From an optimization exercise on the open Yosys and OpenROAD flow, aimed at small area; shortcuts taken in it are not production practice. In this exercise RTL edits were held to simulation tests only and were not proved equivalent to the original. No driver is modelled on the clock port, so clocking that relies on it looks cheaper here than on a real chip. No activity file was given, so power comes from the tool's default toggle rates.

the previous run:
==> flow/design.v (excerpt) <==
module kbd_periph #(
    parameter integer NUM_ROWS      = 16,
    parameter integer NUM_COLS      = 8,
    parameter integer SETTLE_CYCLES = 4,
    parameter integer STROBE_CYCLES = 80,
    parameter integer PULSE_CYCLES  = 80,
    parameter [3:0]   CLKPS_RESET   = 4'd0
) (
    input  wire                clk,
    input  wire                rst_n,
    input  wire [3:0]          bus_addr,
    input  wire [7:0]          bus_wdata,
    input  wire                bus_wr,
    input  wire                bus_rd,
    output reg  [7:0]          bus_rdata,
    output wire                tick_irq,
    output wire [3:0]          row_addr,
    output wire                row_en,
    output wire [NUM_ROWS-1:0] row_n,
    output wire                row_oe,
    input  wire [7:0]          col_in,
    output wire                col_pu,
    output wire [7:0]          data_out,
    output wire                strobe_o,
    output wire                tx_oe,
    output wire                caps_led_o,
    output wire                scr_clr_o,
    output wire                sys_rst_o,
    output wire                aux_oe
);
    localparam [3:0] A_CLKPR    = 4'h0;
    localparam [3:0] A_OCRA     = 4'h1;
    localparam [3:0] A_TCFG_A   = 4'h2;
    localparam [3:0] A_TCFG_B   = 4'h3;
    localparam [3:0] A_IMSK     = 4'h4;
    localparam [3:0] A_TICK     = 4'h5;
    localparam [3:0] A_STATUS   = 4'h6;
    localparam [3:0] A_ROW_SCAN = 4'h7;
    localparam [3:0] A_COL_DATA = 4'h8;
    localparam [3:0] A_TX_DATA  = 4'h9;
    localparam [3:0] A_LED      = 4'hA;
    localparam [3:0] A_PULSE    = 4'hB;
    localparam [3:0] A_PINCFG   = 4'hC;
    wire wr = bus_wr & rst_n;
    wire rd = bus_rd & ~bus_wr & rst_n;
    wire wr_clkpr  = wr && (bus_addr == A_CLKPR);
    wire wr_ocra   = wr && (bus_addr == A_OCRA);
    wire wr_tcfg_a = wr && (bus_addr == A_TCFG_A);
    wire wr_tcfg_b = wr && (bus_addr == A_TCFG_B);
    wire commit    = wr && (bus_addr == A_IMSK);
    wire poll      = rd && (bus_addr == A_TICK);
    wire wr_scan   = wr && (bus_addr == A_ROW_SCAN);
    wire wr_tx     = wr && (bus_addr == A_TX_DATA);
    wire wr_led    = wr && (bus_addr == A_LED);
    wire wr_pulse  = wr && (bus_addr == A_PULSE);
    wire wr_pincfg = wr && (bus_addr == A_PINCFG);
    reg  [3:0] clk_sel;
    reg        clk_pce;                       
  ...
Settings: LEC_CHECK=0, CAP_MARGIN=0, CORE_MARGIN=2, CORE_UTILIZATION=75, GPL_TIMING_DRIVEN=0, SLEW_MARGIN=0; clock period 10.0 ns.
standard.sh (not shown) runs the stock make flow with config.mk's settings and CLKGATE_MAP_FILE= SYNTH_SCRIPT=/design/flow/synth_recipe.tcl, a recipe that flattens the netlist after the stock synthesis.
==> flow/flow/run.sh <==
#!/bin/bash
# The standard layout (standard.sh's make command and ORFS steps), with:
#  - synthesis: synth_recipe.tcl with ABC's mapping script replaced
#    (flow/synth.tcl, flow/abc_map.script); registers are unchanged;
#  - port buffers made from the smallest buffer cell (buf_1);
#  - clock tree from clkbuf_8 only, without dummy balancing loads, and
#    leaf buffers downsized to clkbuf_4 where the clock-pin slew allows
#    (flow/post_cts.tcl, run by cts.tcl's POST_CTS_TCL hook).
set -euo pipefail
here=$(pwd)
export ABC_MAP_SCRIPT=$here/flow/abc_map.script
export FLOW_SYNTH_TCL=$here/synth_recipe.tcl
export BUFFER_PORTS_ARGS="-buffer_cell sky130_fd_sc_hd__buf_1"
export CTS_ARGS="-sink_clustering_enable -repair_clock_nets -dont_use_dummy_load -buf_list sky130_fd_sc_hd__clkbuf_8"
export POST_CTS_TCL=$here/flow/post_cts.tcl
export CTS_LEAF_MAX_SLEW=0.105
sed "s#SYNTH_SCRIPT=[^ ]*#SYNTH_SCRIPT=$here/flow/synth.tcl#" standard.sh > flow_standard.sh
grep -q "SYNTH_SCRIPT=$here/flow/synth.tcl" flow_standard.sh
bash flow_standard.sh > standard.log 2>&1
Other scripts of this flow, unchanged in this note and not shown: flow/flow/abc_map.script, flow/flow/post_cts.tcl, flow/flow/synth.tcl
Relative to the previous run, the following input files were edited for the current run:
diff --git a/flow/design.v b/flow/design.v
--- a/flow/design.v
+++ b/flow/design.v
@@ -51,12 +51,13 @@
     wire poll      = rd && (bus_addr == A_TICK);
     wire wr_scan   = wr && (bus_addr == A_ROW_SCAN);
     wire wr_tx     = wr && (bus_addr == A_TX_DATA);
     wire wr_led    = wr && (bus_addr == A_LED);
     wire wr_pulse  = wr && (bus_addr == A_PULSE);
     wire wr_pincfg = wr && (bus_addr == A_PINCFG);
+    wire [7:0] wdat = bus_wdata & {8{rst_n}};
     reg  [3:0] clk_sel;
     reg        clk_pce;                       
     reg  [1:0] clk_win;                       
     wire       clk_unl  = clk_sel[3] & clk_sel[0];
     wire       clk_lock = ~clk_unl;
     wire [3:0] clkps    = {clk_sel[3] & ~clk_sel[0], clk_sel[2:1], clk_sel[0] & ~clk_sel[3]};
@@ -97,23 +98,16 @@
     end
     reg [7:0] stg_ocra, stg_a;
     reg [3:0] stg_b;
     reg [7:0] ocra, tcfg_a;
     reg [3:0] tcfg_b, tcfg_imsk;
     always @(posedge clk) begin
-        if (!rst_n) begin
-            stg_ocra  <= 8'd0;
-            stg_a     <= 8'd0;
-            stg_b     <= 4'd0;
-            tcfg_imsk <= 4'd0;
-        end else begin
-            if (wr_ocra)   stg_ocra  <= bus_wdata;
-            if (wr_tcfg_a) stg_a     <= bus_wdata;
-            if (wr_tcfg_b) stg_b     <= bus_wdata[3:0];
-            if (commit)    tcfg_imsk <= bus_wdata[3:0];
-        end
+        if (wr_ocra   | ~rst_n) stg_ocra <= wdat;
+        if (wr_tcfg_a | ~rst_n) stg_a    <= wdat;
+        if (wr_tcfg_b | ~rst_n) stg_b    <= wdat[3:0];
+        if (commit    | ~rst_n) tcfg_imsk <= wdat[3:0];
         if (!rst_n) begin
             ocra   <= 8'd0;
             tcfg_a <= 8'd0;
             tcfg_b <= 4'd0;
         end else if (commit) begin
             ocra   <= stg_ocra;
@@ -158,16 +152,13 @@
     end
     reg  [2:0] xfer_mode;
     reg  [7:0] xfer_ocra;
     wire       cfg_run = (tcfg_b[3] == 1'b0) && (tcfg_a[1:0] == 2'b10) &&
                          (tcfg_b[2:0] != 3'd0) && (tcfg_b[2:0] <= 3'd5);
     always @(posedge clk) begin
-        if (!rst_n) begin
-            xfer_mode <= 3'd0;
-            xfer_ocra <= 8'd0;
-        end else if (phase == P_R1F) begin
+        if (phase == P_R1F) begin
             xfer_mode <= cfg_run ? tcfg_b[2:0] : 3'd0;
             xfer_ocra <= ocra;
         end
     end
     reg [2:0] t_mode;
     reg [7:0] t_ocra;
@@ -206,15 +197,13 @@
         if (!rst_n)
             t_mode <= 3'd0;
         else if (t_ld)
             t_mode <= xfer_mode;
     end
     always @(posedge clk) begin
-        if (!rst_n)
-            t_ocra <= 8'd0;
-        else if (t_ld)
+        if (t_ld)
             t_ocra <= xfer_ocra;
         psc  <= (psc ^ psc_c[9:0]) & {10{~t_ld}};
         tcnt <= (tcnt ^ tcnt_c[7:0]) & {8{~(t_ld | tick_ev)}};
     end
     reg [2:0] tick_pipe;
     reg       tick_pend;
@@ -237,15 +226,13 @@
     reg [7:0] col_data;
     wire scan_busy = scan_st[0] | scan_st[2];
     wire scan_smp  = scan_st[0] & scan_st[2];     
     wire scan_cap  = scan_st[2] & ~scan_st[1];    
     wire scan_go   = wr_scan && !scan_busy && (bus_wdata[7:4] == 4'd0);
     always @(posedge clk) begin
-        if (!rst_n)
-            col_smp <= 8'd0;
-        else if (scan_smp)
+        if (scan_smp)
             col_smp <= col_in;
     end
     always @(posedge clk) begin
         if (!rst_n) begin
             row_sel   <= 4'd0;
             row_valid <= 1'b0;
@@ -279,16 +266,14 @@
     reg [7:0] tx_data;
     reg [6:0] tx_lf;
     wire tx_busy  = (tx_state != TX_IDLE);
     wire tx_act   = (tx_state == TX_ACTIVE);
     wire tx_last  = ~(tx_lf[5] | tx_lf[4] | tx_lf[2] | tx_lf[0]);
     always @(posedge clk) begin
-        if (!rst_n)
-            tx_data <= 8'd0;
-        else if (wr_tx && !tx_busy)
-            tx_data <= bus_wdata;
+        if ((wr_tx && !tx_busy) || !rst_n)
+            tx_data <= wdat;
         tx_lf <= tx_act ? {tx_lf[5:0], tx_lf[6] ^ tx_lf[5]} : LF_SEED;
     end
     always @(posedge clk) begin
         if (!rst_n) begin
             tx_state <= TX_IDLE;
         end else begin
@@ -304,19 +289,14 @@
     reg [3:0] pincfg;
     reg       clr_act, rst_act;
     reg [6:0] clr_lf, rst_lf;
     wire clr_last = ~(clr_lf[5] | clr_lf[4] | clr_lf[2] | clr_lf[0]);
     wire rst_last = ~(rst_lf[5] | rst_lf[4] | rst_lf[2] | rst_lf[0]);
     always @(posedge clk) begin
-        if (!rst_n) begin
-            caps   <= 1'b0;
-            pincfg <= 4'd0;
-        end else begin
-            if (wr_led)    caps   <= bus_wdata[0];
-            if (wr_pincfg) pincfg <= bus_wdata[3:0];
-        end
+        if (wr_led    | ~rst_n) caps   <= wdat[0];
+        if (wr_pincfg | ~rst_n) pincfg <= wdat[3:0];
         clr_lf <= clr_act ? {clr_lf[5:0], clr_lf[6] ^ clr_lf[5]} : LF_SEED;
         rst_lf <= rst_act ? {rst_lf[5:0], rst_lf[6] ^ rst_lf[5]} : LF_SEED;
     end
     always @(posedge clk) begin
         if (!rst_n) begin
             clr_act <= 1'b0;
The current run was carried through to the last stage, and its layout satisfied the timing, DRC and antenna checks.
Summary of the current run over the previous run: number of fill cells in the layout closely matched the old numbers, post-layout worst setup margin lost 0.34 ns, area of all placed cells without fillers now larger, internal power consumption higher, total area of multi-input combinational cells decreased by 550 um^2 relative to the old numbers.
Summary of the current run over the previous run: share of cell area taken by muxes after synthesis rose by 0.34 points, utilization stayed essentially flat, area taken by flip-flops and latches rose by 640 um^2, post-placement setup slack fell by 0.38 ns.
The wire length in the current run sits about 13% below the value recorded for the previous run.
In the reports for the previous run and the current run, the larger clock power share belongs to the previous run.
The current run vs the previous run — via count dropped by more than 10%

[static timing again, ports no longer ideal]
In the flow no input, the clock included, has a driving cell. The finished layouts below were timed again as built, in two steps. Step 1, drivers: a clkbuf_16 drives clk and a buf_2 each remaining input, both assumed. Step 2 adds t to the input delays and takes it off the output delays; t is the mean of the earliest and latest rising clock arrival at the registers after step 1. Input paths then give back, and output paths get back, about the clock's delay inside the block. Slacks: ideal ports / drivers / drivers and shift; pairs: ideal ports / drivers.
run | t, ns | setup slack, ns | hold slack, ns
the previous run | 0.462 | 3.334 / 3.334 / 3.334 | 0.343 / 0.343 / 0.343
the current run | 0.448 | 2.999 / 2.999 / 2.999 | 0.346 / 0.346 / 0.346
After both steps setup and hold are still met in every run listed.
